This is an optimization exercise on Yosys and OpenROAD, whose aim is small area and few clock cycles per item, not a production implementation. RTL that was checked went through simulation tests only; none was proved equivalent to the original. Function not checked in runs 1, 2 and 7: the RTL went through the layout flow alone. No run shown here takes its clock network from TritonCTS; it comes from the design's own scripts or RTL. No driver is modelled on the clock port, so clock power and skew are understated where the tree is cut down; a real chip needs a root buffer or a tree. Power and IR drop assume default switching activity.

[flow/config.mk]
export PLATFORM = sky130hd
export DESIGN_NAME = pwlink_rx
export DESIGN_NICKNAME = pwlink_rx
export VERILOG_FILES = /design/flow/design.v
export SDC_FILE = /design/flow/constraint.sdc
export NUM_CORES = 4
export LEC_CHECK = 0
export CAP_MARGIN = 20
export CORE_MARGIN = 2
export CORE_UTILIZATION = 40
export SLEW_MARGIN = 20
[flow/constraint.sdc]
create_clock -name core_clock -period 5.0 [get_ports {clk}]
set_input_delay 1.0000 -clock core_clock [delete_from_list [all_inputs] [get_ports {clk}]]
set_output_delay 1.0000 -clock core_clock [all_outputs]
set_load 0.01 [all_outputs]
[flow/design.v]
module pwlink_rx (
    input  wire         clk,
    input  wire         rst,           
    input  wire         in_valid,
    input  wire [7:0]   in_data,
    output wire         in_ready,
    output wire         out_valid,
    output wire [3:0]   out_class,
    output wire [15:0]  out_seq,
    output wire [15:0]  out_crc,
    output wire [31:0]  out_code,
    output wire [127:0] out_addr
);
    localparam [2:0] S_IDLE = 3'd0,    
                     S_P1   = 3'd1,    
                     S_P2   = 3'd2,    
                     S_P3   = 3'd3,    
                     S_BODY = 3'd4,    
                     S_CR   = 3'd5,    
                     S_DONE = 3'd6;    
    localparam [3:0] P_0000 = 4'd0, P_UNR = 4'd12;
    reg [2:0]   state;
    reg [5:0]   blen;                  
    reg [139:0] sr;                    
    reg [15:0]  crc;                   
    reg [15:0]  seq;                   
    reg [3:0]   pc;
    assign in_ready  = 1'b1;
    assign out_valid = state[2] & state[1];    
    wire [7:0] b = in_data;
    function is_word(input [7:0] x);
        is_word = (x >= 8'h30 && x <= 8'h39) || (x >= 8'h41 && x <= 8'h5A) ||
                  (x >= 8'h61 && x <= 8'h7A) || (x == 8'h5F);
    endfunction
    function [15:0] crc_step(input [15:0] c, input [6:0] x, input g);
        reg [7:0] t, u;
        begin
            t = {c[15], c[14:8] ^ x} & {8{g}};
            u = {t[7:4], t[3:0] ^ t[7:4]};
            crc_step = {c[7:0], 8'h00} ^ {u[3:0], 12'h000} ^ {3'b000, u, 5'b00000} ^ {8'h00, u};
        end
    endfunction
    function [2:0] idle_next(input [7:0] x);
        idle_next = (x == 8'h05) ? S_P1 : S_IDLE;
    endfunction
    wire bword = is_word(b);
    wire wstep = in_valid && (state == S_BODY) && bword;
    wire       enc_l   = b[6] & ~b[5] & ~b[4] & ~b[3] & ~(b[2] & b[1] & b[0]);
    wire [6:0] win_in  = enc_l ? {4'b0111, b[2] ^ (b[1] & b[0]), b[1] ^ b[0], ~b[0]} : b[6:0];
    wire [6:0] w3      = sr[27:21];    
    wire       dec_l   = ~w3[6] & w3[3] & (w3[2] | w3[1]);
    wire [6:0] win_out = dec_l ? {4'b1000, w3[2] ^ (~w3[1] & ~w3[0]), ~(w3[1] ^ w3[0]), ~w3[0]} : w3;
    always @(posedge clk) begin
        if (rst) begin
            state <= S_IDLE;
        end else if (in_valid) begin
            case (state)
                S_P1:   state <= (b == 8'h05) ? S_P2 : S_IDLE;
                S_P2:   state <= (b == 8'h03) ? S_P3 :
                                 (b == 8'h05) ? S_P2 : S_IDLE;
                S_P3:   state <= (b == 8'h03) ? S_BODY : idle_next(b);
                S_BODY: if (bword)
                            state <= S_BODY;
                        else if (b == 8'h0D && blen != 6'd0)
                            state <= S_CR;
                        else
                            state <= idle_next(b);
                S_CR:   state <= (b == 8'h0A) ? S_DONE : idle_next(b);
                default: state <= idle_next(b);
            endcase
        end else if (state == S_DONE) begin
            state <= S_IDLE;
        end
    end
    always @(posedge clk) begin
        if (!state[2])                 
            blen <= 6'd0;
        else if (wstep && blen != 6'd63)
            blen <= blen + 6'd1;
    end
    always @(posedge clk) begin
        if (wstep) begin
            sr  <= {sr[132:28], win_out, sr[20:0], win_in};
            crc <= crc_step(crc, win_out, blen >= 6'd4);
        end
    end
    always @(posedge clk) begin
        if (wstep && blen[5:2] == 4'd1)
            seq <= {seq[11:0], b[6] | b[3], b[6] ? {b[2] ^ (b[1] & b[0]), b[1] ^ b[0], ~b[0]} : b[2:0]};
    end
    wire [6:0] c2 = sr[20:14], c1 = sr[13:7], c0 = sr[6:0];    
    wire       zz   = ~c2[6] & (c2[3:0] == 4'h0) & ~c1[6] & (c1[3:0] == 4'h0) & ~c0[6];
    wire       bd   = ~b[6];                                   
    wire       bhex = bd | (~b[4] & ~b[3] & ~(b[2] & b[1] & b[0]));
    wire       bE   = b[6] & ~b[5] & ~b[4] & (b[3:0] == 4'h5);
    reg [3:0] opc, cdc;
    always @* begin
        opc = P_UNR;
        if (zz && bd)
            case ({c0[3:0], b[3:0]})
                8'h00: opc = P_0000;
                8'h11: opc = 4'd6;
                8'h13: opc = 4'd7;
                8'h19: opc = 4'd8;
                8'h24: opc = 4'd9;
                8'h27: opc = 4'd10;
                8'h49: opc = 4'd11;
                default: ;
            endcase
        cdc = 4'd3;                    
        if (zz)
            case ({c0[3:0], b[3:0]})
                8'hC1: if (bd) cdc = 4'd1;
                8'hC2: if (bd) cdc = 4'd2;
                8'hD8: if (bd) cdc = 4'd4;
                8'hD5: if (bE) cdc = 4'd5;
                default: ;
            endcase
    end
    always @(posedge clk) begin
        if (wstep) begin
            if (blen == 6'd3)
                pc <= opc;
            else if (blen[5:2] == 4'd1 && !bhex)
                pc <= P_UNR;
            else if (blen == 6'd11 && !pc[3] && !pc[2])    
                pc <= cdc;
        end
    end
    wire crc_ok = (blen >= 6'd4) &&
                  ~sr[27] && (sr[24:21] == crc[15:12]) && ~sr[20] && (sr[17:14] == crc[11:8]) &&
                  ~sr[13] && (sr[10:7] == crc[7:4]) && ~sr[6] && (sr[3:0] == crc[3:0]);
    reg [3:0] cls;
    always @* begin
        if (!crc_ok)
            cls = 4'd0;
        else if (blen < 6'd12)
            cls = P_UNR;
        else if (pc[3] || (pc[2] && pc[1]))            
            cls = pc;
        else if (blen == 6'd16)                        
            cls = pc[2] ? 4'd3 : pc;
        else if (blen == 6'd32 && pc[2])               
            cls = pc;
        else
            cls = P_UNR;
    end
    assign out_class = cls;
    assign out_seq   = seq;
    assign out_crc   = crc;
    assign out_code  = {1'b0, sr[55:49], 1'b0, sr[48:42], 1'b0, sr[41:35], 1'b0, sr[34:28]};
    genvar g;
    generate
        for (g = 0; g < 16; g = g + 1) begin : g_addr
            assign out_addr[8*g+7:8*g] = {1'b0, sr[28+7*g+6:28+7*g]};
        end
    endgenerate
endmodule
[flow/flow/run.sh]
#!/bin/bash
# Standard layout (the standard.sh, unchanged synthesis) with:
#  - the smallest buffer on every port,
#  - combinational cells brought back to their smallest size after floorplan
#    (placement and timing repair size up where needed),
#  - ABC area remapping of the logic (OpenROAD restructure) after floorplan,
#  - one tie cell for all constant outputs,
#  - a clock tree of its own (flow/mycts.tcl): one clkbuf_8 root driving twelve
#    clkbuf_8 leaves, each leaf driving one balanced cluster of flip-flops.
set -e
export BUFFER_PORTS_ARGS="-buffer_cell sky130_fd_sc_hd__buf_1"
export POST_FLOORPLAN_TCL="$PWD/flow/downsize.tcl"
export SKIP_REPAIR_TIE_FANOUT=1
export PRE_CTS_TCL="$PWD/flow/mycts.tcl"
export MYCTS_LEAVES=12
export MYCTS_LEAF_CELL=sky130_fd_sc_hd__clkbuf_8
export MYCTS_ROOT_CELL=sky130_fd_sc_hd__clkbuf_8
bash standard.sh > standard.log 2>&1
[flow/flow/abc.history]
source /tmp/restructure_work/pwlink_rx0ord_abc_script.tcl
source /tmp/restructure_work/pwlink_rx1ord_abc_script.tcl
source /tmp/restructure_work/pwlink_rx2ord_abc_script.tcl
[flow/flow/downsize.tcl]
# Floorplan hook: map every combinational cell that synthesis sized up to the
# smallest cell of the same function; placement and timing repair size up again
# only where the design needs it.
set ds_dont_use [split $::env(DONT_USE_CELLS)]
array set ds_best {}
foreach lc [get_lib_cells */sky130_fd_sc_hd__*] {
  set n [get_name $lc]
  if {[lsearch -exact $ds_dont_use $n] >= 0} { continue }
  if {![regexp {^(sky130_fd_sc_hd__[a-z0-9]+)_([0-9]+)$} $n -> base d]} { continue }
  set a [get_property $lc area]
  if {![info exists ds_best($base)] || $a < [lindex $ds_best($base) 1]} {
    set ds_best($base) [list $n $a]
  }
}
set ds_count 0
set ds_saved 0.0
foreach inst [get_cells *] {
  set m [get_property $inst ref_name]
  if {![regexp {^(sky130_fd_sc_hd__[a-z0-9]+)_([0-9]+)$} $m -> base d]} { continue }
  if {[regexp {^sky130_fd_sc_hd__(s?e?df|dl|tap|conb|fill|decap|clk|diode)} $base]} { continue }
  if {![info exists ds_best($base)]} { continue }
  set target [lindex $ds_best($base) 0]
  if {$target eq $m} { continue }
  set old_area [get_property [get_lib_cells */$m] area]
  replace_cell $inst [lindex [get_lib_cells */$target] 0]
  incr ds_count
  set ds_saved [expr {$ds_saved + $old_area - [lindex $ds_best($base) 1]}]
}
puts "downsize: $ds_count cells replaced, [format %.1f $ds_saved] um2 saved"

# Then let ABC remap the combinational logic for area (registers are kept as
# they are); timing repair in placement and CTS restores the slack it needs.
set rs_dir [file join $::env(OBJECTS_DIR) restructure_work]
file mkdir $rs_dir
# ABC gets a copy of the library without the cells the platform marks don't-use
set rs_lib [file join $rs_dir allowed.lib]
set rs_skip {}
foreach c $ds_dont_use { if {$c ne ""} { dict set rs_skip $c 1 } }
set fin [open [lindex $::env(LIB_FILES) 0] r]
set fout [open $rs_lib w]
set depth 0
set skipping 0
while {[gets $fin line] >= 0} {
  if {!$skipping && [regexp {^\s*cell\s*\(\s*"?([A-Za-z0-9_]+)"?\s*\)} $line -> cname] && [dict exists $rs_skip $cname]} {
    set skipping 1
    set depth 0
  }
  if {$skipping} {
    incr depth [expr {[regexp -all {\{} $line] - [regexp -all {\}} $line]}]
    if {$depth <= 0 && [string first "\}" $line] >= 0} { set skipping 0 }
    continue
  }
  puts $fout $line
}
close $fin
close $fout
restructure -target area -liberty_file $rs_lib \
  -tielo_port [join $::env(TIELO_CELL_AND_PORT) /] -tiehi_port [join $::env(TIEHI_CELL_AND_PORT) /] \
  -work_dir $rs_dir -abc_logfile [file join $rs_dir abc.log]

# restructure gives every constant its own tie cell; drive all constant-0 and
# all constant-1 loads from one tie cell each again
proc merge_ties {} {
  set block [ord::get_db_block]
  foreach port {LO HI} {
    set keep ""
    foreach inst [$block getInsts] {
      if {[[$inst getMaster] getName] ne "sky130_fd_sc_hd__conb_1"} { continue }
      set it [$inst findITerm $port]
      set net [$it getNet]
      if {$net eq "NULL" || $net eq ""} { continue }
      if {$keep eq ""} { set keep $net; continue }
      foreach lit [$net getITerms] {
        if {[$lit getInst] eq $inst} { continue }
        $lit disconnect
        $lit connect $keep
      }
      foreach bt [$net getBTerms] {
        $bt disconnect
        $bt connect $keep
      }
      set other [$inst findITerm [expr {$port eq "LO" ? "HI" : "LO"}]]
      if {[$other getNet] eq "NULL" || [$other getNet] eq ""} {
        odb::dbInst_destroy $inst
        odb::dbNet_destroy $net
      }
    }
  }
}
merge_ties
[flow/flow/mycts.tcl]
# Clock tree built here in place of TritonCTS: the clock port drives one root
# buffer, which drives one leaf buffer per cluster of flip-flops; clusters come
# from k-means on the flip-flops' clock pin positions. Every flip-flop sees the
# same two buffers, one root and one leaf, on its clock path.
proc mycts_build {} {
  set nleaf  [expr {[info exists ::env(MYCTS_LEAVES)] ? $::env(MYCTS_LEAVES) : 4}]
  set leafm  [expr {[info exists ::env(MYCTS_LEAF_CELL)] ? $::env(MYCTS_LEAF_CELL) : "sky130_fd_sc_hd__clkbuf_16"}]
  set rootm  [expr {[info exists ::env(MYCTS_ROOT_CELL)] ? $::env(MYCTS_ROOT_CELL) : "sky130_fd_sc_hd__clkbuf_8"}]
  set db [ord::get_db]
  set block [ord::get_db_block]
  set clk [$block findNet clk]
  set sinks {}
  foreach it [$clk getITerms] {
    set inst [$it getInst]
    set bb [$inst getBBox]
    lappend sinks [list $it [expr {([$bb xMin] + [$bb xMax]) / 2}] [expr {([$bb yMin] + [$bb yMax]) / 2}]]
  }
  set n [llength $sinks]
  set cap [expr {($n + $nleaf - 1) / $nleaf}]
  # k-means, seeded with points spread along x+y order
  set sorted [lsort -real -index 1 [lmap s $sinks {list [lindex $s 0] [expr {[lindex $s 1] + 0.0}] [lindex $s 2]}]]
  set cx {}; set cy {}
  for {set k 0} {$k < $nleaf} {incr k} {
    set s [lindex $sorted [expr {int(($k + 0.5) * $n / $nleaf)}]]
    lappend cx [expr {double([lindex $s 1])}]; lappend cy [expr {double([lindex $s 2])}]
  }
  for {set iter 0} {$iter < 30} {incr iter} {
    # nearest centre with room left, points taken in order of their distance
    set pairs {}
    set i 0
    foreach s $sinks {
      for {set k 0} {$k < $nleaf} {incr k} {
        set dx [expr {[lindex $s 1] - [lindex $cx $k]}]; set dy [expr {[lindex $s 2] - [lindex $cy $k]}]
        lappend pairs [list $i $k [expr {abs($dx) + abs($dy)}]]
      }
      incr i
    }
    set assign [lrepeat $n -1]
    set fill [lrepeat $nleaf 0]
    foreach pr [lsort -real -index 2 $pairs] {
      lassign $pr i k d
      if {[lindex $assign $i] >= 0 || [lindex $fill $k] >= $cap} { continue }
      lset assign $i $k
      lset fill $k [expr {[lindex $fill $k] + 1}]
    }
    set sx [lrepeat $nleaf 0.0]; set sy [lrepeat $nleaf 0.0]; set sc [lrepeat $nleaf 0]
    foreach s $sinks a $assign {
      lset sx $a [expr {[lindex $sx $a] + [lindex $s 1]}]
      lset sy $a [expr {[lindex $sy $a] + [lindex $s 2]}]
      lset sc $a [expr {[lindex $sc $a] + 1}]
    }
    for {set k 0} {$k < $nleaf} {incr k} {
      if {[lindex $sc $k] > 0} {
        lset cx $k [expr {[lindex $sx $k] / [lindex $sc $k]}]
        lset cy $k [expr {[lindex $sy $k] / [lindex $sc $k]}]
      }
    }
  }
  puts "mycts: $n sinks in $nleaf clusters of sizes $sc"
  # root buffer at the centroid of the leaves
  set rx 0.0; set ry 0.0
  for {set k 0} {$k < $nleaf} {incr k} { set rx [expr {$rx + [lindex $cx $k]}]; set ry [expr {$ry + [lindex $cy $k]}] }
  set rx [expr {int($rx / $nleaf)}]; set ry [expr {int($ry / $nleaf)}]
  set root [odb::dbInst_create $block [$db findMaster $rootm] clkbuf_root]
  $root setLocation $rx $ry
  $root setPlacementStatus PLACED
  set rnet [odb::dbNet_create $block clknet_root]
  $rnet setSigType CLOCK
  [$root findITerm A] connect $clk
  [$root findITerm X] connect $rnet
  set leaves {}
  for {set k 0} {$k < $nleaf} {incr k} {
    set lf [odb::dbInst_create $block [$db findMaster $leafm] clkbuf_leaf_$k]
    $lf setLocation [expr {int([lindex $cx $k])}] [expr {int([lindex $cy $k])}]
    $lf setPlacementStatus PLACED
    set lnet [odb::dbNet_create $block clknet_leaf_$k]
    $lnet setSigType CLOCK
    [$lf findITerm A] connect $rnet
    [$lf findITerm X] connect $lnet
    lappend leaves $lnet
  }
  foreach s $sinks a $assign {
    set it [lindex $s 0]
    $it disconnect
    $it connect [lindex $leaves $a]
  }
  $clk setSigType CLOCK
  set_propagated_clock [all_clocks]
}
rename clock_tree_synthesis tritoncts_clock_tree_synthesis
proc clock_tree_synthesis {args} { mycts_build }
[flow/standard.sh]
#!/bin/bash
# synth_recipe.tcl (not shown) runs the flow's synth.tcl, then flattens the netlist and writes it again
# the make line also repeats each setting of config.mk as NAME=value (left out here)
make -C /OpenROAD-flow-scripts/flow DESIGN_CONFIG=/design/flow/config.mk WORK_HOME=/design/flow/orfs CLKGATE_MAP_FILE= SYNTH_SCRIPT=/design/flow/synth_recipe.tcl "${@:-finish}"
==> results_dict.tcl, run 1 <==
set metrics [dict create \
    yosys.cell_types.count 67 \
    p_leak_nw 2.41 \
    pin_count 209 \
    ant_nets 0 \
    synthesis.nets 657 \
    wl_per_cell_um 16.3 \
    finalCritPeriodShare 0.759 \
    row_count 53 \
    cts.clk_slew.worst_paths_ns 0.11 \
    grt_pass1_wl_um 22000 \
    r2r-start "state[2]$_SDFFE_PP0P_" \
    clock_latency_ns 0.45 \
    pre_cts_slack_ns 0.977 \
    p_per_area_nw_per_um2 288 \
    grt_max_degree 59 \
    final.fill_count 2004 \
    synth_ff_type "edfxtp_1" \
    synth_edf_count 176 \
    cp-endpoint "out_class[1]" \
    regArea_um2 5470 \
    postSynthAreaPerCell_um2 13.4 \
    cp-end-kind "output pin" \
    place_inst 915 \
    drive_gt1_frac 0.0276 \
    path_buf_inv 3 \
    viasPerCell 4.83 \
    die_w_um 150 \
    yosys_warnings 1 \
    min_period_ns 3.79 \
    finalPower_mw 2.37 \
    max_freq_mhz 264 \
    port_buffers 187 \
    final_common_cell "buf_1" \
    cp-startpoint "blen[3]$_SDFFE_PN0P_" \
    gr-total-overflow 0 \
    critical_path.slowest_cell "nor2_1" \
    fin_ws_ns 1.21 \
    netlist_area_um2 8580 \
    die_y_um 150 \
    synth_top_cell_area_share 0.616 \
    ir_worst_vdd_mv 0.157 \
    final_nets 666 \
    max_stage_delay_ns 0.50 \
    setup_viol 0 \
    core-area_um2 21000 \
    synth-seq-cells 185 \
    crit_cells 9 \
    seq_area_frac_synth 0.637 \
    slew_headroom 0.589 \
    final_cell_mix "187 x buf_1, 176 x edfxtp_1, 54 x clkinv_1" \
    vias 4485 \
    postPlaceCellArea_um2 8050 \
    synthArstFlopShare 0 \
    path_common_cell "clkinv_1" \
    die-area_um2 22600 \
    hold_path.class "flip-flop to flip-flop" \
    status "timing/DRC/antenna clean" \
    grt_pass1_vias 4062 \
    multiInputGateArea_um2 1280 \
    start_kind "flip-flop" \
    fin_area_um2 8230 \
    r2r_end "blen[3]$_SDFFE_PN0P_" \
    crit_chain "nor3_1 -> clkinv_1 -> nor2_1 -> clkinv_1 -> nand4_1 -> or3_1 -> nor2b_1 -> o211a_1 -> buf_1" \
    cts_setup_buffers 0 \
    drc_errors 0 \
    dp_hpwl_um 11000 \
    ctsHoldBuffers 0 \
    syn-instance-count 638 \
    area_delta_synth_final_pct -4.07 \
    antenna_found_initial 0 \
    gp_congestion 0.947 \
    synth_top_area_cell "edfxtp_1" \
    rrSetupSlack_ns 2.03 \
    crit_path_max_fanout 8 \
    maxSlewViolCount 0 \
    fin_tns_setup_ns 0 \
    crit_family "simple AND/OR/NAND/NOR gates" \
    antenna_cells 0 \
    finalNonFillerCells 928 \
    arrival_ns 2.79 \
    drt_iter0_markers 239 \
    final.setup_skew_ns 0.0192 \
    rsz0062_at_grt "false" \
    tightestPinTransition_ns 0.614 \
    drv_cap 0 \
    grtUsageTotal 0.122 \
    cts_resized 0 \
    ff2ff_path_depth 9 \
    setup.worst_path.class "flip-flop to output pin" \
    drt-total-wl_um 15200 \
    synth_area_leaders "edfxtp_1 62%, buf_4 14%, xnor2_1 2.3%" \
    drtPass1Iterations 4 \
    cp.required_ns 4.00 \
    final_hold_viol_count 0 \
    start_util 0.408 \
]
[kinds of logic after synthesis]
group	Yosys count	share of synthesized area
other	2	0.000875
AOI/OAI and AO/OA	73	0.0595
and+or+nand+nor	132	0.0876
DFF	185	0.637
muxes	2	0.00248
adders and majority gates	8	0.0117
xor gates and xnor gates	41	0.0435
buffers and inverters	195	0.157
[registers in the layout, summed over array words and instances, names as in the netlist]
register,flops
state,3
sr,140
seq,16
blen,6
crc,16
pc,4
[routing by layer]
metal / up-vias / global-route usage / routed length [um]
met1: 2119 / 0.169 / 6450
met4: 0 / 0.0165 / 218
li1: 2158 / - / -
met5: - / 0 / 0
met2: 193 / 0.207 / 7180
met3: 15 / 0.0206 / 1310
[metrics by stage]
step | util | hold slack [ns]
after global placement | 0.383 | 0.406
after floorplan | - | 0.400
after CTS | 0.392 | 0.429
final | 0.392 | 0.427
after detailed placement | 0.383 | 0.406
after global routing | 0.392 | 0.434
[area by class of cell]
type | instances | share of cell area
Buffer | 13 | 0.0217
Inverter | 55 | 0.0257
Multi-Input combinational cell | 210 | 0.156
Sequential cell | 185 | 0.664
Tap cell | 275 | 0.0418
Timing Repair Buffer | 190 | 0.0910
[where the power goes]
group / switching (mW) / internal [mW] / leakage (nW) / total [mW]
combinational: 0.0311 / 0.00865 / 0.655 / 0.0397
sequential: 0.0000217 / 1.67 / 1.66 / 1.67
clock: 0.433 / 0.233 / 0.0935 / 0.666
total: 0.464 / 1.91 / 2.41 / 2.37
[worst min-delay path by stage]
stage,depth (start not counted),endpoint,slack (ns),from
6_report,0,sr[19]$_DFFE_PP_,0.43,sr[12]$_DFFE_PP_
5_1_grt,0,sr[19]$_DFFE_PP_,0.43,sr[12]$_DFFE_PP_
4_1_cts,0,sr[12]$_DFFE_PP_,0.43,sr[5]$_SDFFCE_PP1P_
3_5_place_dp,0,sr[12]$_DFFE_PP_,0.41,sr[5]$_SDFFCE_PP1P_
3_3_place_gp,0,sr[11]$_DFFE_PP_,0.41,sr[4]$_SDFFCE_PP1P_
2_1_floorplan,0,sr[11]$_DFFE_PP_,0.40,sr[4]$_SDFFCE_PP1P_
[synth_stat cells (3+ instances only)]
cell type / n
edfxtp_1: 176
buf_4: 163
nor2_1: 24
xnor2_1: 23
nand2_1: 18
inv_1: 17
o21ai_0: 17
xor2_1: 17
a21oi_1: 15
nor3_1: 14
nand3_1: 11
clkbuf_1: 9
dfxtp_1: 9
nand4_1: 9
and3_1: 8
ha_1: 8
nand2b_1: 8
buf_2: 6
nor2b_1: 6
nor4_1: 5
and2_1: 4
o32ai_1: 4
or4_1: 4
a21boi_0: 3
a32oi_1: 3
nor3b_1: 3
o22ai_1: 3
o31ai_1: 3
[worst reg2reg max path, delay by kind of cell (launching register included)]
| family | cells | cell delay, ns |
|---|---|---|
| AOI/OAI and AO/OA | 2 | 0.22 |
| buffers and inverters | 4 | 0.89 |
| DFF | 1 | 0.51 |
| and+or+nand+nor | 3 | 1.25 |
==> run 2: changes to the inputs <==
--- a/flow/design.v
+++ b/flow/design.v
@@ -75,5 +75,5 @@
     always @(posedge clk) begin
-        if (!state[2])                 
+        if (in_valid && state == S_P3)
             blen <= 6'd0;
-        else if (wstep && blen != 6'd63)
+        else if (wstep && !(blen[5] && blen[0]))
             blen <= blen + 6'd1;
==> results_dict.tcl, run 2 <==
set metrics [dict create \
    setup_viol 0 \
    die-area_um2 22800 \
    cp-end-kind "output pin" \
    yosys_warnings 1 \
    cp.required_ns 4.00 \
    maxSlewViolCount 0 \
    synth_top_family_by_area "buffers and inverters" \
    top_regs "sr (140), crc (16), seq (16)" \
    synth_area_leaders "edfxtp_1 61%, buf_4 14%, xnor2_1 2.2%" \
    pin_count 209 \
    drc_errors 0 \
    gp_congestion 0.861 \
    final_hold_viol_count 0 \
    die_y_um 151 \
    tightestPinTransition_ns 0.973 \
    cts_resized 0 \
    core-area_um2 21100 \
    final_common_cell "buf_1" \
    yosysMostFrequentCell "edfxtp_1" \
    finalPower_mw 2.41 \
    ctsHoldBuffers 0 \
    vias 4731 \
    area_delta_synth_final_pct -4.01 \
    final_cell_mix "187 x buf_1, 176 x edfxtp_1, 59 x clkinv_1" \
    max_freq_mhz 260 \
    drv_cap 0 \
    synth_top_cell_area_share 0.612 \
    p_per_area_nw_per_um2 290 \
    cp-startpoint "blen[4]$_SDFFE_PP0P_" \
    ff2ff_path_depth 6 \
    synth_top_area_cell "edfxtp_1" \
    gr-total-overflow 0 \
    start_util 0.410 \
    antenna_found_initial 0 \
    drt_iter0_markers 461 \
    cp-endpoint "out_class[2]" \
    synth_compound_area_frac 0.0543 \
    synth_fa_ha_area_frac 0.0116 \
    final.setup_skew_ns 0.0165 \
    synth-seq-cells 185 \
    yosys-top-cells-count "176 x edfxtp_1, 161 x buf_4, 30 x nand2_1, 22 x nor2_1, 22 x xnor2_1" \
    synth_ff_type "edfxtp_1" \
    synthArstFlopShare 0 \
    r2r-start "blen[4]$_SDFFE_PP0P_" \
    grt_max_degree 158 \
    clock_latency_ns 0.46 \
    cts.clk_slew.worst_paths_ns 0.10 \
    start_kind "flip-flop" \
    syn-instance-count 643 \
    synth-simple-area-share 0.0950 \
    seq_area_frac_synth 0.633 \
    slew_headroom 0.352 \
    yosys.cell_types.count 64 \
    drt-total-wl_um 15900 \
    setup.worst_path.class "flip-flop to output pin" \
    cts_setup_buffers 0 \
    wl_per_cell_um 16.9 \
    largest_reg_flops 140 \
    viasPerCell 5.01 \
    yosys-mux-area-fraction 0.00710 \
    grtUsageTotal 0.128 \
    row_count 53 \
    ir_worst_vdd_mv 0.113 \
    final_nets 683 \
    finalCritPeriodShare 0.768 \
    drive_gt1_frac 0.0269 \
    die_w_um 151 \
    netlist_area_um2 8640 \
    hold_path.class "flip-flop to flip-flop" \
    r2r_end "pc[2]$_DFFE_PP_" \
    postSynthAreaPerCell_um2 13.4 \
    arrival_ns 2.84 \
    dp_hpwl_um 11200 \
    min_from "sr[5]$_SDFFCE_PP1P_" \
    regMostFlops "sr" \
    min_period_ns 3.84 \
    synth_edf_count 176 \
    rsz0062_at_grt "false" \
    ant_nets 0 \
    grt_pass1_vias 4283 \
    status "timing/DRC/antenna clean" \
    synthesis.nets 662 \
    whs_path_depth 0 \
    grt_pass1_wl_um 23400 \
    crit_path_max_fanout 7 \
    port_buffers 187 \
    p_leak_nw 2.40 \
    hold_slack_ns 0.428 \
    antenna_cells 0 \
    rrSetupSlack_ns 2.29 \
    drtPass1Iterations 5 \
    synth-xor-area-share 0.0432 \
]
[run 2: cell types whose count changed in the layout (fill, tap and decap cells not counted), sizes merged, moves of 3 or more]
cell / before / now
nand3: 7 / 3
o21ai: 16 / 22
nand4: 5 / 9
nand2: 14 / 23
a21oi: 13 / 6
clkinv: 54 / 59
nor2b: 4 / 0
nor3: 12 / 15
o32a: 4 / 1
[run 2: report_power, final]
group          total [mW]  switching [mW]  leakage, nW  internal, mW
Clock               0.690           0.456       0.0935         0.233
Combinational      0.0481          0.0372        0.652        0.0109
Sequential           1.67        0.000627         1.65          1.67
[run 2: cells by family after synthesis]
| kind of cell | count (synthesis) |
|---|---|
| compound gates | 66 |
| xor+xnor | 41 |
| fa+ha+maj | 8 |
| buf+inv | 194 |
| flops | 185 |
| mux | 6 |
| other cells | 2 |
| simple gates | 141 |
[run 2: worst min-delay path by stage]
stage | end | slack (ns)
after global placement | sr[11]$_DFFE_PP_ | 0.40
after detailed placement | sr[12]$_DFFE_PP_ | 0.41
final | sr[12]$_DFFE_PP_ | 0.43
after floorplan | sr[11]$_DFFE_PP_ | 0.40
after global routing | sr[12]$_DFFE_PP_ | 0.44
after CTS | sr[12]$_DFFE_PP_ | 0.43
[run 2: worst max-delay path, cell delays in order, from the launching register on]
cell and delay (ns):
dfxtp_1 0.40, nor4_2 0.83, clkinv_1 0.50, nand4_1 0.25
nor2_1 0.14, clkinv_1 0.08, a31oi_1 0.04, buf_1 0.14
[run 2: final cells by class]
class | instances | area [um2]
well taps | 275 | 344
plain buffers | 13 | 179
fillers | 2064 | 12800
multi-input cells | 224 | 1350
flip-flops and latches | 185 | 5470
repair buffers | 189 | 729
inverters | 59 | 221
[run 2: per-layer routing]
metal,up-vias,share of wire,track usage
li1,2227,-,-
met1,2245,0.42,0.176
met2,234,0.48,0.220
met3,25,0.083,0.0190
met4,0,0.022,0.0224
met5,-,0,0
[run 2: metrics by stage]
| step | setup TNS [ns] | instance area, um2 | utilization | setup slack [ns] | cells |
|---|---|---|---|---|---|
| finish | 0 | 8290 | 0.393 | 1.16 | 945 |
| global placement | 0 | 8110 | 0.385 | 1.15 | 932 |
| detailed placement | 0 | 8110 | 0.385 | 1.01 | 932 |
| global route | 0 | 8290 | 0.393 | 0.959 | 945 |
| floorplan | -2.15 | 8690 | - | -0.134 | 643 |
| CTS | 0 | 8290 | 0.393 | 1.04 | 945 |
==> run 3: changes to the inputs <==
--- a/flow/design.v
+++ b/flow/design.v
@@ -77,3 +77,3 @@
             blen <= 6'd0;
-        else if (wstep && !(blen[5] && blen[0]))
+        else if (wstep && blen != 6'd63)
             blen <= blen + 6'd1;
==> results_dict.tcl, run 3 <==
set metrics [dict create \
    setup_viol 0 \
    drv_cap 0 \
    final_nets 667 \
    seq_area_frac_synth 0.636 \
    pin_count 209 \
    p_comb_frac 0.023 \
    grt_max_degree 100 \
    die_y_um 151 \
    cp-end-kind "output pin" \
    max_freq_mhz 266 \
    antenna_cells 0 \
    hold_slack_ns 0.428 \
    post-route-util 0.389 \
    clock_power_share 0.278 \
    synth_area_leaders "edfxtp_1 61%, buf_4 14%, xnor2_1 2.3%" \
    synth_top_cell_area_share 0.615 \
    synthArstFlopShare 0 \
    grt_pass1_vias 4231 \
    top_regs "sr (140), crc (16), seq (16)" \
    postSynthAreaPerCell_um2 13.3 \
    intPower_mw 1.92 \
    cts_resized 0 \
    final.setup_skew_ns 0.0144 \
    viasPerCell 4.95 \
    synth-seq-cells 185 \
    slew_headroom 0.520 \
    place_inst 916 \
    arrival_ns 2.76 \
    top_layer "met4" \
    gp_congestion 0.867 \
    swShare 0.199 \
    status "timing/DRC/antenna clean" \
    start_kind "flip-flop" \
    rsz0062_at_grt "false" \
    syn-instance-count 645 \
    wl_per_cell_um 16.6 \
    cp.required_ns 4.00 \
    power_frac_seq 0.699 \
    tightestPinTransition_ns 0.717 \
    yosys-top-cells-count "176 x edfxtp_1, 165 x buf_4, 23 x xnor2_1, 22 x inv_1, 21 x nand2_1" \
    dp_hpwl_um 11100 \
    synth_edf_count 176 \
    synth_top_area_cell "edfxtp_1" \
    die_w_um 151 \
    p_per_area_nw_per_um2 292 \
    ctsHoldBuffers 0 \
    cts.clk_slew.worst_paths_ns 0.10 \
    clock_latency_ns 0.45 \
    vias 4598 \
    final_cell_mix "187 x buf_1, 176 x edfxtp_1, 61 x clkinv_1" \
    yosys.cell_types.count 65 \
    cts_setup_buffers 0 \
    drt_iter0_markers 348 \
    dr_wl_met2_um 7190 \
    drt-total-wl_um 15400 \
    regMostFlops "sr" \
    synthesis.nets 664 \
    netSwitchingPower_mw 0.476 \
    crit_path_max_fanout 9 \
    maxSlewViolCount 0 \
    yosysMostFrequentCell "edfxtp_1" \
    p_leak_nw 2.41 \
    grt_pass1_wl_um 22700 \
    setup.worst_path.class "flip-flop to output pin" \
    finalCritPeriodShare 0.753 \
    netlist_area_um2 8600 \
    start_util 0.408 \
    drtPass1Iterations 5 \
    route.met3.wl_um 1310 \
    drc_errors 0 \
    gr-total-overflow 0 \
    final_hold_viol_count 0 \
    area_delta_synth_final_pct -4.64 \
    row_count 53 \
    drive_gt1_frac 0.0306 \
    port_buffers 187 \
    synth_ff_type "edfxtp_1" \
    ir_worst_vdd_mv 0.135 \
    min_period_ns 3.76 \
    ant_nets 0 \
    yosys_warnings 1 \
    final_common_cell "buf_1" \
    hold_path.class "flip-flop to flip-flop" \
    drt-met1-wl_um 6550 \
    finalPower_mw 2.39 \
    grtUsageTotal 0.125 \
    fin_tns_setup_ns 0 \
    largest_reg_flops 140 \
    die-area_um2 22700 \
    core-area_um2 21100 \
    finalNonFillerCells 929 \
    antenna_found_initial 0 \
]
==> run 3: cell count changes after synthesis, moves of 4 or more <==
cell      previous run  this run
and3_1               4         8
buf_2                8         3
nand3_1             10        14
nor3_1               8        12
o21ai_0              5        14
buf_4              161       165
nand2_1             30        21
or3_1                5         1
a21oi_1              9        17
nand4b_1             5         0
o31ai_1              0         4
o21ai_1             13         1
inv_1               15        22
==> run 3: final timing paths <==
kind | start | to | slack, ns | cells after the start
setup / recovery | blen[4]$_SDFFE_PP0P_ | out_class[1] | 1.24 | 8
hold reg to reg | sr[19]$_DFFE_PP_ | sr[26]$_DFFE_PP_ | 0.43 | 0
hold / removal | sr[19]$_DFFE_PP_ | sr[26]$_DFFE_PP_ | 0.43 | 0
setup reg to reg | blen[4]$_SDFFE_PP0P_ | pc[2]$_DFFE_PP_ | 2.07 | 7
==> run 3: cell type report <==
cell class,instances,area (um2)
fill,1999,12900
sequential,185,5470
multi-input combinational,204,1240
timing repair buffer,191,744
tap,275,344
inverter,61,229
buffer,13,179
==> run 3: cells by family after synthesis <==
kind of cell,share of synthesized area
other,0.000873
adder cells (fa/ha/maj),0.0116
XOR/XNOR,0.0444
flip-flops,0.636
buffers and inverters,0.160
multiplexers,0.00364
AO/OA/AOI/OAI,0.0589
AND/OR/NAND/NOR,0.0848
==> run 3: routing by layer <==
metal  up-vias  GRT usage
met5         -          0
met4         0     0.0280
met3        24     0.0194
met2       217      0.212
met1      2197      0.170
li1       2160          -
==> run 3: critical path, cell delays in order (launching register included) <==
cell and delay [ns]:
dfxtp_1 0.38, nor3_1 0.29, clkinv_1 0.16, nor2_1 0.57
clkinv_1 0.30, nand4_1 0.28, nor2b_1 0.10, o211a_1 0.12
buf_1 0.12
==> run 3: power groups by stage <==
stage                     sequential [mW]  combinational, mW  clock (mW)
after floorplan                      1.70             0.0542           0
after global placement               1.71             0.0538           0
after detailed placement             1.71             0.0533           0
after CTS                            1.67             0.0535       0.715
after global routing                 1.67             0.0622       0.757
final                                1.67             0.0548       0.665
==> run 3: stage by stage <==
stage               instance area, um2  worst slack (ns)
finish                            8200              1.24
global route                      8200             0.922
CTS                               8190              1.17
detailed placement                8020             0.976
global placement                  8020              1.05
floorplan                         8600             0.637
Testbench counts of run 3, summed over its fixed seeds: cycles 12,972, bytes 12,964.
==> run 4: changes to the inputs <==
removed: flow/flow/abc.history
==> results_dict.tcl, run 4 <==
set metrics [dict create \
    finalNonFillerCells 929 \
    area_delta_synth_final_pct -4.64 \
    final.setup_skew_ns 0.0144 \
    r2r-start "blen[4]$_SDFFE_PP0P_" \
    r2r_end "pc[2]$_DFFE_PP_" \
    fin_area_um2 8200 \
    clock_latency_ns 0.45 \
    tightestPinTransition_ns 0.717 \
    port_buffers 187 \
    synth_ff_type "edfxtp_1" \
    gp_congestion 0.867 \
    final_common_cell "buf_1" \
    rsz0062_at_grt "false" \
    row_count 53 \
    synth-simple-area-share 0.0848 \
    synth-xor-area-share 0.0444 \
    min_period_ns 3.76 \
    arrival_ns 2.76 \
    drv_cap 0 \
    fin_tns_setup_ns 0 \
    place_inst 916 \
    multiInputGateArea_um2 1240 \
    dp_hpwl_um 11100 \
    ant_nets 0 \
    synth_area_leaders "edfxtp_1 61%, buf_4 14%, xnor2_1 2.3%" \
    regMostFlops "sr" \
    start_kind "flip-flop" \
    postSynthAreaPerCell_um2 13.3 \
    p_per_area_nw_per_um2 292 \
    yosys-mux-area-fraction 0.00364 \
    fin_ws_ns 1.24 \
    yosys.cell_types.count 65 \
    vias 4598 \
    die_w_um 151 \
    wl_per_cell_um 16.6 \
    cp-endpoint "out_class[1]" \
    max_freq_mhz 266 \
    synth_edf_count 176 \
    cp-startpoint "blen[4]$_SDFFE_PP0P_" \
    slew_headroom 0.520 \
    largest_reg_flops 140 \
    drt-total-wl_um 15400 \
    status "timing/DRC/antenna clean" \
    synth_top_area_cell "edfxtp_1" \
    drtPass1Iterations 5 \
    cts_setup_buffers 0 \
    grt_pass1_vias 4231 \
    synth-seq-cells 185 \
    ir_worst_vdd_mv 0.135 \
    setup_viol 0 \
    synth_top_family_by_area "buffers and inverters" \
    final_hold_viol_count 0 \
    antenna_cells 0 \
    viasPerCell 4.95 \
    yosysMostFrequentCell "edfxtp_1" \
    postPlaceCellArea_um2 8020 \
    start_util 0.408 \
    drt_iter0_markers 348 \
    crit_path_max_fanout 9 \
    netlist_area_um2 8600 \
    ff2ff_path_depth 7 \
    final_cell_mix "187 x buf_1, 176 x edfxtp_1, 61 x clkinv_1" \
    top_regs "sr (140), crc (16), seq (16)" \
    ctsHoldBuffers 0 \
    final.fill_count 1999 \
    drc_errors 0 \
    setup.worst_path.class "flip-flop to output pin" \
    hold_path.class "flip-flop to flip-flop" \
    synth_fa_ha_area_frac 0.0116 \
    gr-total-overflow 0 \
    grt_pass1_wl_um 22700 \
    p_leak_nw 2.41 \
    maxSlewViolCount 0 \
    antenna_found_initial 0 \
    yosys_warnings 1 \
    final_nets 667 \
    syn-instance-count 645 \
    cts.clk_slew.worst_paths_ns 0.10 \
    synthesis.nets 664 \
    synth_compound_area_frac 0.0589 \
    seq_area_frac_synth 0.636 \
    die-area_um2 22700 \
    regArea_um2 5470 \
    core-area_um2 21100 \
    pin_count 209 \
    yosys-top-cells-count "176 x edfxtp_1, 165 x buf_4, 23 x xnor2_1, 22 x inv_1, 21 x nand2_1" \
    grt_max_degree 100 \
    cp.required_ns 4.00 \
    grtUsageTotal 0.125 \
    rrSetupSlack_ns 2.07 \
    finalCritPeriodShare 0.753 \
    pre_cts_slack_ns 0.976 \
    die_y_um 151 \
    cts_resized 0 \
    synthArstFlopShare 0 \
    synth_top_cell_area_share 0.615 \
    cp-end-kind "output pin" \
    drive_gt1_frac 0.0306 \
]
## run 4: cells by family after synthesis
kind of cell	count (synthesis)
AOI/OAI and AO/OA	74
xor gates and xnor gates	42
adders and majority gates	8
buffers and inverters	201
DFF	185
muxes	3
other	2
and+or+nand+nor	130
## run 4: per-stage QoR
| stage | utilization | hold WS (ns) | power [mW] |
|---|---|---|---|
| floorplan | - | 0.400 | 1.76 |
| global placement | 0.380 | 0.404 | 1.76 |
| detailed placement | 0.380 | 0.417 | 1.76 |
| CTS | 0.389 | 0.429 | 2.44 |
| global route | 0.389 | 0.444 | 2.49 |
| finish | 0.389 | 0.428 | 2.39 |
## run 4: final cells by class
type	count	share of cell area
plain buffers	13	0.0218
inverters	61	0.0279
multi-input cells	204	0.151
flip-flops and latches	185	0.666
well taps	275	0.0420
repair buffers	191	0.0908
## run 4: how the worst min path moves through the flow
stage / slack (ns) / from / end / cells past startpoint
2_1_floorplan: 0.40 / sr[4]$_SDFFCE_PP1P_ / sr[11]$_DFFE_PP_ / 0
3_3_place_gp: 0.40 / sr[12]$_DFFE_PP_ / sr[19]$_DFFE_PP_ / 0
3_5_place_dp: 0.42 / sr[5]$_SDFFCE_PP1P_ / sr[12]$_DFFE_PP_ / 0
4_1_cts: 0.43 / sr[19]$_DFFE_PP_ / sr[26]$_DFFE_PP_ / 0
5_1_grt: 0.44 / sr[19]$_DFFE_PP_ / sr[26]$_DFFE_PP_ / 0
6_report: 0.43 / sr[19]$_DFFE_PP_ / sr[26]$_DFFE_PP_ / 0
## run 4: per-layer routing
layer	GRT usage	part of all wire	vias to the layer above
li1	-	-	2160
met1	0.170	0.43	2197
met2	0.212	0.47	217
met3	0.0194	0.085	24
met4	0.0280	0.023	0
met5	0	0	-
## run 4: critical path, stage by stage, from the launching register on
cell and delay, ns:
dfxtp_1 0.38, nor3_1 0.29, clkinv_1 0.16, nor2_1 0.57, clkinv_1 0.30, nand4_1 0.28, nor2b_1 0.10, o211a_1 0.12
buf_1 0.12
## run 4: power by group
group,switching (mW),total [mW],internal (mW)
Clock,0.432,0.665,0.233
Sequential,0.00222,1.67,1.67
Combinational,0.0414,0.0548,0.0134
Total,0.476,2.39,1.92
==> run 5: changes to the inputs <==
==> flow/flow/abc.history (new file) <==
source /tmp/restructure_work/pwlink_rx0ord_abc_script.tcl
source /tmp/restructure_work/pwlink_rx1ord_abc_script.tcl
source /tmp/restructure_work/pwlink_rx2ord_abc_script.tcl
--- a/flow/flow/downsize.tcl
+++ b/flow/flow/downsize.tcl
@@ -52,2 +52,8 @@
   }
+  # make inverters look twice their size to ABC, so that it folds inversions
+  # into gates where it can
+  if {[regexp {^\s*cell\s*\(\s*"?([A-Za-z0-9_]+)"?\s*\)} $line -> cname]} { set rs_cell $cname }
+  if {[info exists rs_cell] && [regexp {^sky130_fd_sc_hd__(clk)?inv_1$} $rs_cell] && [regexp {^(\s*area\s*:\s*)([0-9.]+)(.*)$} $line -> pre a post]} {
+    set line "$pre[expr {2.0 * $a}]$post"
+  }
   puts $fout $line
==> results_dict.tcl, run 5 <==
set metrics [dict create \
    status "timing/DRC/antenna clean" \
    cp-end-kind "output pin" \
    gp_congestion 0.896 \
    largest_reg_flops 140 \
    final_nets 666 \
    setup.worst_path.class "flip-flop to output pin" \
    die_y_um 151 \
    clock_latency_ns 0.45 \
    top_regs "sr (140), crc (16), seq (16)" \
    cp-startpoint "sr[0]$_DFFE_PP_" \
    grt_pass1_wl_um 22800 \
    final.fill_count 2025 \
    rsz0062_at_grt "false" \
    tightestPinTransition_ns 0.838 \
    ctsHoldBuffers 0 \
    arrival_ns 2.64 \
    synth_top_cell_area_share 0.615 \
    pin_count 209 \
    ant_nets 0 \
    p_leak_nw 2.54 \
    synth_top_area_cell "edfxtp_1" \
    yosysMostFrequentCell "edfxtp_1" \
    grt_max_degree 159 \
    p_per_area_nw_per_um2 293 \
    viasPerCell 5.05 \
    final_hold_viol_count 0 \
    cts_setup_buffers 0 \
    syn-instance-count 645 \
    yosys_warnings 1 \
    gr-total-overflow 0 \
    wl_per_cell_um 17.0 \
    yosys-top-cells-count "176 x edfxtp_1, 165 x buf_4, 23 x xnor2_1, 22 x inv_1, 21 x nand2_1" \
    setup_viol 0 \
    synth_area_leaders "edfxtp_1 61%, buf_4 14%, xnor2_1 2.3%" \
    synth_edf_count 176 \
    maxSlewViolCount 0 \
    area_delta_synth_final_pct -4.73 \
    vias 4688 \
    postSynthAreaPerCell_um2 13.3 \
    synth-seq-cells 185 \
    start_kind "flip-flop" \
    grt_pass1_vias 4014 \
    r2r_end "pc[2]$_DFFE_PP_" \
    synthArstFlopShare 0 \
    grtUsageTotal 0.126 \
    place_inst 915 \
    die_w_um 151 \
    antenna_cells 0 \
    min_period_ns 3.64 \
    start_util 0.408 \
    dp_hpwl_um 11200 \
    synth_ff_type "edfxtp_1" \
    slew_headroom 0.441 \
    die-area_um2 22700 \
    max_freq_mhz 275 \
    cts_resized 0 \
    drv_cap 0 \
    ir_worst_vdd_mv 0.162 \
    final.setup_skew_ns 0.0150 \
    drt_iter0_markers 340 \
    cp.required_ns 4.00 \
    r2r-start "blen[3]$_SDFFE_PP0P_" \
    core-area_um2 21100 \
    crit_path_max_fanout 8 \
    finalPower_mw 2.40 \
    row_count 53 \
    drive_gt1_frac 0.123 \
    drc_errors 0 \
    port_buffers 187 \
    rrSetupSlack_ns 2.30 \
    drt-total-wl_um 15800 \
    ff2ff_path_depth 7 \
    cp-endpoint "out_class[1]" \
    finalCritPeriodShare 0.728 \
    final_cell_mix "187 x buf_1, 176 x edfxtp_1, 61 x inv_2" \
    finalNonFillerCells 928 \
    seq_area_frac_synth 0.636 \
    post-route-util 0.389 \
    netlist_area_um2 8600 \
    yosys.cell_types.count 65 \
    regMostFlops "sr" \
    drtPass1Iterations 5 \
    cts.clk_slew.worst_paths_ns 0.10 \
    final_common_cell "buf_1" \
    hold_path.class "flip-flop to flip-flop" \
    synthesis.nets 664 \
    antenna_found_initial 0 \
    fin_tns_setup_ns 0 \
]
## run 5: cell count changes in the layout (fill, tap and decap cells not counted), sizes merged
cell,before,now
clkinv,61,0
inv,0,61
buf,191,190
## run 5: layout make-up
class / count / area, um2 / area share
well taps: 275 / 344 / 0.0420
plain buffers: 13 / 179 / 0.0218
repair buffers: 190 / 737 / 0.0900
flip-flops and latches: 185 / 5470 / 0.667
inverters: 61 / 229 / 0.0279
multi-input cells: 204 / 1240 / 0.151
## run 5: worst min path at each step
stage                              startpoint  slack, ns          endpoint  cells past startpoint
after detailed placement     sr[11]$_DFFE_PP_       0.41  sr[18]$_DFFE_PP_                      0
after global routing      sr[4]$_SDFFCE_PP1P_       0.43  sr[11]$_DFFE_PP_                      0
after floorplan           sr[4]$_SDFFCE_PP1P_       0.40  sr[11]$_DFFE_PP_                      0
after CTS                    sr[11]$_DFFE_PP_       0.43  sr[18]$_DFFE_PP_                      0
final                     sr[4]$_SDFFCE_PP1P_       0.43  sr[11]$_DFFE_PP_                      0
after global placement       sr[12]$_DFFE_PP_       0.40  sr[19]$_DFFE_PP_                      0
## run 5: through the flow
stage	setup WS, ns	instance area [um2]	hold slack (ns)
after global placement	1.45	8010	0.403
after CTS	1.30	8190	0.429
after detailed placement	1.35	8010	0.405
after floorplan	0.637	8600	0.400
after global routing	1.14	8190	0.430
final	1.36	8190	0.426
## run 5: worst max-delay path, stage by stage (launching register included)
cell,delay (ns)
edfxtp_1,0.51
inv_2,0.19
o22ai_1,0.10
a221oi_1,0.23
nand4_1,0.12
nor4_1,0.19
nand4_1,0.28
nor2b_1,0.23
o211a_1,0.17
buf_1,0.15
## run 5: per-layer routing
metal	vias to the layer above	global-route usage	share of wire
li1	2152	-	-
met4	0	0.0229	0.021
met5	-	0	0
met2	256	0.212	0.47
met3	26	0.0155	0.095
met1	2254	0.178	0.41
## run 5: logic make-up after synthesis
kind of cell / Yosys count / synth area share
mux: 3 / 0.00364
fa+ha+maj: 8 / 0.0116
xor+xnor: 42 / 0.0444
other cells: 2 / 0.000873
simple gates: 130 / 0.0848
compound gates: 74 / 0.0589
flops: 185 / 0.636
buf+inv: 201 / 0.160
## run 5: where the power goes
group / leakage (nW) / switching, mW / total (mW) / internal, mW
Sequential: 1.66 / 0.00241 / 1.67 / 1.67
Clock: 0.0935 / 0.440 / 0.673 / 0.233
Combinational: 0.794 / 0.0428 / 0.0567 / 0.0139
==> run 6: changes to the inputs <==
--- a/flow/flow/downsize.tcl
+++ b/flow/flow/downsize.tcl
@@ -55,3 +55,3 @@
   if {[regexp {^\s*cell\s*\(\s*"?([A-Za-z0-9_]+)"?\s*\)} $line -> cname]} { set rs_cell $cname }
-  if {[info exists rs_cell] && [regexp {^sky130_fd_sc_hd__(clk)?inv_1$} $rs_cell] && [regexp {^(\s*area\s*:\s*)([0-9.]+)(.*)$} $line -> pre a post]} {
+  if {[info exists rs_cell] && [regexp {^sky130_fd_sc_hd__(clk)?inv(lp)?_[0-9]+$} $rs_cell] && [regexp {^(\s*area\s*:\s*)([0-9.]+)(.*)$} $line -> pre a post]} {
     set line "$pre[expr {2.0 * $a}]$post"
==> results_dict.tcl, run 6 <==
set metrics [dict create \
    viasPerCell 4.89 \
    whs_path_depth 0 \
    cp-end-kind "output pin" \
    max_stage_delay_ns 0.57 \
    synth_fa_ha_area_frac 0.0116 \
    p_leak_nw 2.43 \
    drt-met1-wl_um 6850 \
    die-area_um2 22700 \
    seq_area_frac_synth 0.636 \
    wl_per_cell_um 16.9 \
    setup_viol 0 \
    path_buf_inv 3 \
    dr_wl_met2_um 7340 \
    gr-total-overflow 0 \
    clock_latency_ns 0.47 \
    ctsHoldBuffers 0 \
    cp.required_ns 4.00 \
    hold_path_end "sr[11]$_DFFE_PP_" \
    hold_path.class "flip-flop to flip-flop" \
    finalCritPeriodShare 0.793 \
    start_kind "flip-flop" \
    min_from "sr[4]$_SDFFCE_PP1P_" \
    max_freq_mhz 252 \
    synthArstFlopShare 0 \
    synth_top_area_cell "edfxtp_1" \
    arrival_ns 2.96 \
    synth-xor-area-share 0.0444 \
    port_buffers 187 \
    ir_worst_vdd_mv 0.125 \
    yosys_warnings 1 \
    die_w_um 151 \
    drv_cap 0 \
    largest_reg_flops 140 \
    grtUsageTotal 0.125 \
    drc_errors 0 \
    min_period_ns 3.96 \
    yosys-mux-area-fraction 0.00364 \
    die_y_um 151 \
    top_regs "sr (140), crc (16), seq (16)" \
    row_count 53 \
    maxSlewViolCount 0 \
    yosysMostFrequentCell "edfxtp_1" \
    status "timing/DRC/antenna clean" \
    cp-startpoint "blen[4]$_SDFFE_PP0P_" \
    synthesis.nets 664 \
    cts_setup_buffers 0 \
    vias 4540 \
    final.setup_skew_ns 0.0317 \
    synth-simple-area-share 0.0848 \
    drt_iter0_markers 358 \
    route.met3.wl_um 1210 \
    crit_family "simple AND/OR/NAND/NOR gates" \
    syn-instance-count 645 \
    p_per_area_nw_per_um2 293 \
    area_delta_synth_final_pct -4.53 \
    core-area_um2 21100 \
    drt-total-wl_um 15600 \
    rrSetupSlack_ns 2.03 \
    synth_compound_area_frac 0.0589 \
    synth_edf_count 176 \
    fin_tns_setup_ns 0 \
    path_common_cell "clkinv_1" \
    regMostFlops "sr" \
    top_layer "met4" \
    gp_congestion 0.912 \
    drive_gt1_frac 0.0306 \
    synth-seq-cells 185 \
    slew_headroom 0.444 \
    grt_max_degree 51 \
    cts.clk_slew.worst_paths_ns 0.10 \
    rsz0062_at_grt "false" \
    start_util 0.408 \
    synth_top_family_by_area "buffers and inverters" \
    antenna_found_initial 0 \
    synth_top_cell_area_share 0.615 \
    grt_pass1_vias 4020 \
    ant_nets 0 \
    setup.worst_path.class "flip-flop to output pin" \
    postSynthAreaPerCell_um2 13.3 \
    final_common_cell "buf_1" \
    pin_count 209 \
    final_nets 666 \
    grt_pass1_wl_um 22700 \
    drtPass1Iterations 5 \
    antenna_cells 0 \
    final_hold_viol_count 0 \
    critical_path.slowest_cell "nor2_1" \
    synth_area_leaders "edfxtp_1 61%, buf_4 14%, xnor2_1 2.3%" \
    ff2ff_path_depth 7 \
    tightestPinTransition_ns 0.826 \
    crit_chain "nor3_1 -> clkinv_1 -> nor2_1 -> clkinv_1 -> nand4_1 -> nand4bb_1 -> nor2b_1 -> o211a_1 -> buf_1" \
    r2r_end "pc[2]$_DFFE_PP_" \
    final_cell_mix "187 x buf_1, 176 x edfxtp_1, 52 x clkinv_1" \
    dp_hpwl_um 11300 \
    cts_resized 0 \
    yosys-top-cells-count "176 x edfxtp_1, 165 x buf_4, 23 x xnor2_1, 22 x inv_1, 21 x nand2_1" \
    netlist_area_um2 8600 \
    synth_ff_type "edfxtp_1" \
    crit_path_max_fanout 9 \
    r2r-start "blen[4]$_SDFFE_PP0P_" \
    hold_slack_ns 0.423 \
    yosys.cell_types.count 65 \
]
## run 6: cell counts after synthesis
No cell type changed its count.
## run 6: where the power goes
| part | total, mW | internal (mW) | switching (mW) |
|---|---|---|---|
| logic | 0.0543 | 0.0133 | 0.0410 |
| registers | 1.67 | 1.67 | 0.00213 |
| clock network | 0.678 | 0.233 | 0.444 |
| total | 2.41 | 1.92 | 0.488 |
## run 6: kinds of logic (layout without fill, tap and decap cells)
| logic type | count (synthesis) | after routing |
|---|---|---|
| AOI/OAI and AO/OA | 74 | 101 |
| xor gates and xnor gates | 42 | 5 |
| adders and majority gates | 8 | 0 |
| buffers and inverters | 201 | 257 |
| DFF | 185 | 185 |
| muxes | 3 | 0 |
| other | 2 | 2 |
| and+or+nand+nor | 130 | 103 |
## run 6: worst max-delay path by stage
stage	end	slack [ns]	depth (start not counted)
after floorplan	seq[0]$_DFFE_PP_	0.64	8
after global placement	crc[11]$_DFFE_PP_	1.25	10
after detailed placement	crc[11]$_DFFE_PP_	1.12	10
after CTS	out_class[1]	1.0	9
after global routing	out_class[1]	0.82	9
final	out_class[1]	1.04	9
## run 6: layer usage
layer  track usage  up-vias
met5             0        -
met4        0.0215        0
met3        0.0158       16
met2         0.211      212
met1         0.177     2158
li1              -     2154
## run 6: layout make-up
cell class	instances	area [um2]
tap	275	344
inverter	53	204
multi-input combinational	211	1260
fill	2021	12900
buffer	13	179
sequential	185	5470
timing repair buffer	191	757
## run 6: stage by stage
step	utilization	total power [mW]	cell area [um2]	setup slack (ns)	std cells
floorplan	-	1.76	8600	0.637	645
global placement	0.381	1.76	8030	1.25	915
detailed placement	0.381	1.76	8030	1.12	915
CTS	0.389	2.45	8200	0.997	928
global route	0.389	2.50	8210	0.818	928
finish	0.389	2.41	8210	1.04	928
==> run 7: changes to the inputs <==
--- a/flow/design.v
+++ b/flow/design.v
@@ -47,7 +47,2 @@
     wire wstep = in_valid && (state == S_BODY) && bword;
-    wire       enc_l   = b[6] & ~b[5] & ~b[4] & ~b[3] & ~(b[2] & b[1] & b[0]);
-    wire [6:0] win_in  = enc_l ? {4'b0111, b[2] ^ (b[1] & b[0]), b[1] ^ b[0], ~b[0]} : b[6:0];
-    wire [6:0] w3      = sr[27:21];    
-    wire       dec_l   = ~w3[6] & w3[3] & (w3[2] | w3[1]);
-    wire [6:0] win_out = dec_l ? {4'b1000, w3[2] ^ (~w3[1] & ~w3[0]), ~(w3[1] ^ w3[0]), ~w3[0]} : w3;
     always @(posedge clk) begin
@@ -82,4 +77,4 @@
         if (wstep) begin
-            sr  <= {sr[132:28], win_out, sr[20:0], win_in};
-            crc <= crc_step(crc, win_out, blen >= 6'd4);
+            sr  <= {sr[132:0], b[6:0]};
+            crc <= crc_step(crc, sr[27:21], blen >= 6'd4);
         end
@@ -91,3 +86,5 @@
     wire [6:0] c2 = sr[20:14], c1 = sr[13:7], c0 = sr[6:0];    
-    wire       zz   = ~c2[6] & (c2[3:0] == 4'h0) & ~c1[6] & (c1[3:0] == 4'h0) & ~c0[6];
+    wire       zz2  = ~c2[6] & (c2[3:0] == 4'h0) & ~c1[6] & (c1[3:0] == 4'h0);
+    wire       zz   = zz2 & ~c0[6];
+    wire       c0C  = (c0 == 7'h43), c0D = (c0 == 7'h44);
     wire       bd   = ~b[6];                                   
@@ -110,10 +107,8 @@
         cdc = 4'd3;                    
-        if (zz)
-            case ({c0[3:0], b[3:0]})
-                8'hC1: if (bd) cdc = 4'd1;
-                8'hC2: if (bd) cdc = 4'd2;
-                8'hD8: if (bd) cdc = 4'd4;
-                8'hD5: if (bE) cdc = 4'd5;
-                default: ;
-            endcase
+        if (zz2) begin
+            if (c0C && bd && b[3:0] == 4'h1)      cdc = 4'd1;
+            else if (c0C && bd && b[3:0] == 4'h2) cdc = 4'd2;
+            else if (c0D && bd && b[3:0] == 4'h8) cdc = 4'd4;
+            else if (c0D && bE)                   cdc = 4'd5;
+        end
     end
@@ -129,5 +124,7 @@
     end
+    function [6:0] hexchar(input [3:0] n);
+        hexchar = (n <= 4'd9) ? (7'h30 + {3'd0, n}) : (7'h37 + {3'd0, n});
+    endfunction
     wire crc_ok = (blen >= 6'd4) &&
-                  ~sr[27] && (sr[24:21] == crc[15:12]) && ~sr[20] && (sr[17:14] == crc[11:8]) &&
-                  ~sr[13] && (sr[10:7] == crc[7:4]) && ~sr[6] && (sr[3:0] == crc[3:0]);
+                  (sr[27:0] == {hexchar(crc[15:12]), hexchar(crc[11:8]), hexchar(crc[7:4]), hexchar(crc[3:0])});
     reg [3:0] cls;
--- a/flow/flow/downsize.tcl
+++ b/flow/flow/downsize.tcl
@@ -52,8 +52,2 @@
   }
-  # make inverters look twice their size to ABC, so that it folds inversions
-  # into gates where it can
-  if {[regexp {^\s*cell\s*\(\s*"?([A-Za-z0-9_]+)"?\s*\)} $line -> cname]} { set rs_cell $cname }
-  if {[info exists rs_cell] && [regexp {^sky130_fd_sc_hd__(clk)?inv(lp)?_[0-9]+$} $rs_cell] && [regexp {^(\s*area\s*:\s*)([0-9.]+)(.*)$} $line -> pre a post]} {
-    set line "$pre[expr {2.0 * $a}]$post"
-  }
   puts $fout $line
==> results_dict.tcl, run 7 <==
set metrics [dict create \
    grt_max_degree 62 \
    cp-startpoint "crc[15]$_DFFE_PP_" \
    p_leak_nw 2.47 \
    setup_viol 0 \
    max_freq_mhz 230 \
    final_hold_viol_count 0 \
    crit_path_max_fanout 7 \
    cp.required_ns 4.00 \
    core-area_um2 21700 \
    regMostFlops "sr" \
    port_buffers 187 \
    wl_per_cell_um 17.1 \
    gp_congestion 0.913 \
    drt_iter0_markers 510 \
    synth_top_cell_area_share 0.601 \
    drtPass1Iterations 5 \
    top_regs "sr (140), crc (16), seq (16)" \
    die-area_um2 23200 \
    critical_path.slowest_cell "or4_1" \
    start_kind "flip-flop" \
    grtUsageTotal 0.130 \
    path_common_cell "or4_1" \
    clock_latency_ns 0.46 \
    route.met3.wl_um 1380 \
    antenna_cells 0 \
    yosys_warnings 1 \
    cts_setup_buffers 0 \
    arrival_ns 3.35 \
    ctsHoldBuffers 0 \
    dr_wl_met2_um 7640 \
    drv_cap 0 \
    largest_reg_flops 140 \
    slew_headroom 0.457 \
    tightestPinTransition_ns 0.808 \
    synth-seq-cells 185 \
    syn-instance-count 683 \
    antenna_found_initial 0 \
    drt-total-wl_um 16300 \
    synth_area_leaders "edfxtp_1 60%, buf_4 14%, ha_1 2.3%" \
    max_stage_delay_ns 0.67 \
    yosysMostFrequentCell "edfxtp_1" \
    final.fill_count 2078 \
    top_layer "met4" \
    synthesis.nets 710 \
    maxSlewViolCount 0 \
    min_period_ns 4.35 \
    start_util 0.405 \
    ant_nets 0 \
    cts_resized 0 \
    pre_cts_slack_ns 0.956 \
    pin_count 209 \
    final_common_cell "buf_1" \
    final.setup_skew_ns 0.0126 \
    place_inst 941 \
    hold_path.class "flip-flop to flip-flop" \
    synthArstFlopShare 0 \
    seq_area_frac_synth 0.622 \
    gr-total-overflow 0 \
    viasPerCell 5.04 \
    multiInputGateArea_um2 1450 \
    rrSetupSlack_ns 2.58 \
    dp_hpwl_um 11900 \
    die_w_um 152 \
    ir_worst_vdd_mv 0.177 \
    grt_pass1_vias 4430 \
    drive_gt1_frac 0.0297 \
    final_cell_mix "187 x buf_1, 176 x edfxtp_1, 54 x clkinv_1" \
    final_nets 687 \
    finalNonFillerCells 954 \
    drc_errors 0 \
    status "timing/DRC/antenna clean" \
    grt_pass1_wl_um 24900 \
    cp-endpoint "out_class[2]" \
    regArea_um2 5470 \
    fin_ws_ns 0.647 \
    yosys-top-cells-count "176 x edfxtp_1, 161 x buf_4, 43 x nor2_1, 35 x nand2_1, 22 x inv_1" \
    drt-met1-wl_um 6870 \
    postSynthAreaPerCell_um2 12.9 \
    setup.worst_path.class "flip-flop to output pin" \
    rsz0062_at_grt "false" \
    r2r_end "blen[3]$_SDFFE_PP0P_" \
    die_y_um 152 \
    row_count 54 \
    area_delta_synth_final_pct -4.16 \
    cts.clk_slew.worst_paths_ns 0.10 \
    synth_top_area_cell "edfxtp_1" \
    r2r-start "blen[0]$_SDFFE_PP0P_" \
    synth_edf_count 176 \
    cp-end-kind "output pin" \
    finalCritPeriodShare 0.871 \
    synth_ff_type "edfxtp_1" \
    ff2ff_path_depth 8 \
    vias 4806 \
    netlist_area_um2 8790 \
    p_per_area_nw_per_um2 285 \
    yosys.cell_types.count 61 \
    crit_chain "clkinv_1 -> a21oi_1 -> a21oi_1 -> or4_1 -> or4_1 -> or4_1 -> a31oi_1 -> buf_1" \
]
[run 7: changes by cell type after synthesis, moves of 5 or more]
cell / change
nor2_1: +23
nand2_1: +14
ha_1: +8
nor3_1: -5
[run 7: routing by layer]
layer | up-vias | global-route usage
li1 | 2275 | -
met1 | 2280 | 0.178
met2 | 222 | 0.218
met3 | 29 | 0.0262
met4 | 0 | 0.0276
met5 | - | 0
[run 7: cell type report]
class | count | area share
plain buffers | 13 | 0.0212
inverters | 55 | 0.0251
multi-input cells | 229 | 0.172
flip-flops and latches | 185 | 0.649
well taps | 280 | 0.0416
repair buffers | 192 | 0.0908
[run 7: per-stage QoR]
stage / hold slack [ns] / util / area [um2] / power (mW) / TNS, ns
6_report: 0.453 / 0.388 / 8420 / 2.40 / 0
2_1_floorplan: 0.428 / - / 8850 / 1.75 / -2.16
5_1_grt: 0.459 / 0.388 / 8420 / 2.50 / 0
3_5_place_dp: 0.433 / 0.380 / 8240 / 1.77 / 0
3_3_place_gp: 0.429 / 0.380 / 8240 / 1.77 / 0
4_1_cts: 0.455 / 0.388 / 8420 / 2.44 / 0
[run 7: cell families (layout without fill, tap and decap cells)]
| family | after synthesis | count (layout) | synth area share |
|---|---|---|---|
| xor gates and xnor gates | 37 | 6 | 0.0369 |
| AOI/OAI and AO/OA | 88 | 120 | 0.0689 |
| DFF | 185 | 185 | 0.622 |
| adders and majority gates | 16 | 0 | 0.0228 |
| buffers and inverters | 197 | 260 | 0.153 |
| other | 2 | 2 | 0.000855 |
| muxes | 6 | 0 | 0.00712 |
| and+or+nand+nor | 152 | 101 | 0.0884 |
[run 7: how the worst min path moves through the flow]
stage	start	end	depth (start not counted)
final	sr[62]$_DFFE_PP_	sr[69]$_DFFE_PP_	0
after global routing	seq[7]$_DFFE_PP_	seq[11]$_DFFE_PP_	0
after CTS	seq[7]$_DFFE_PP_	seq[11]$_DFFE_PP_	0
after detailed placement	sr[80]$_DFFE_PP_	sr[87]$_DFFE_PP_	0
after global placement	sr[102]$_DFFE_PP_	sr[109]$_DFFE_PP_	0
after floorplan	sr[93]$_DFFE_PP_	sr[100]$_DFFE_PP_	0
[run 7: power by group]
group / switching, mW / internal, mW / total (mW)
logic: 0.0432 / 0.0159 / 0.0592
registers: 0.00205 / 1.67 / 1.67
clock network: 0.433 / 0.233 / 0.666
total: 0.478 / 1.92 / 2.40
[run 7: critical path: cells and delay by family (launching register included)]
kind / cells / cell delay (ns)
buffers and inverters: 2 / 0.36
and+or+nand+nor: 3 / 1.56
DFF: 1 / 0.47
AOI/OAI and AO/OA: 3 / 0.51

==> port drivers added, routing unchanged <==
Ports are ideal in the flow. The routed layouts listed here were re-timed in OpenROAD. Step 1 (the two cells are an assumption about what drives the block):
set clk [get_ports {clk}]
set_driving_cell -lib_cell sky130_fd_sc_hd__clkbuf_16 $clk
set_driving_cell -lib_cell sky130_fd_sc_hd__buf_2 [delete_from_list [all_inputs] $clk]
Step 2 adds t to the input delays and takes it off the output delays; t is the mean of the earliest and latest rising clock arrival at the registers after step 1. Input paths then give back, and output paths get back, about the clock's delay inside the block. Three values: ideal ports, drivers, drivers and shift; two values: the first two.
| run | shift t [ns] | slack for setup (ns) | hold WS [ns] |
|---|---|---|---|
| run 1 | 0.482 | 1.206 / 1.168 / 0.928 | 0.427 / 0.427 / 0.427 |
| run 2 | 0.488 | 1.160 / 1.123 / 0.934 | 0.428 / 0.428 / 0.428 |
| run 3 | 0.477 | 1.236 / 1.200 / 0.900 | 0.428 / 0.428 / 0.428 |
| run 4 | 0.477 | 1.236 / 1.200 / 0.900 | 0.428 / 0.428 / 0.428 |
| run 5 | 0.479 | 1.361 / 1.324 / 1.325 | 0.426 / 0.426 / 0.426 |
| run 6 | 0.488 | 1.036 / 0.999 / 1.090 | 0.423 / 0.423 / 0.423 |
| run 7 | 0.496 | 0.647 / 0.603 / 0.897 | 0.453 / 0.453 / 0.453 |
After both steps every run listed still meets setup and hold.
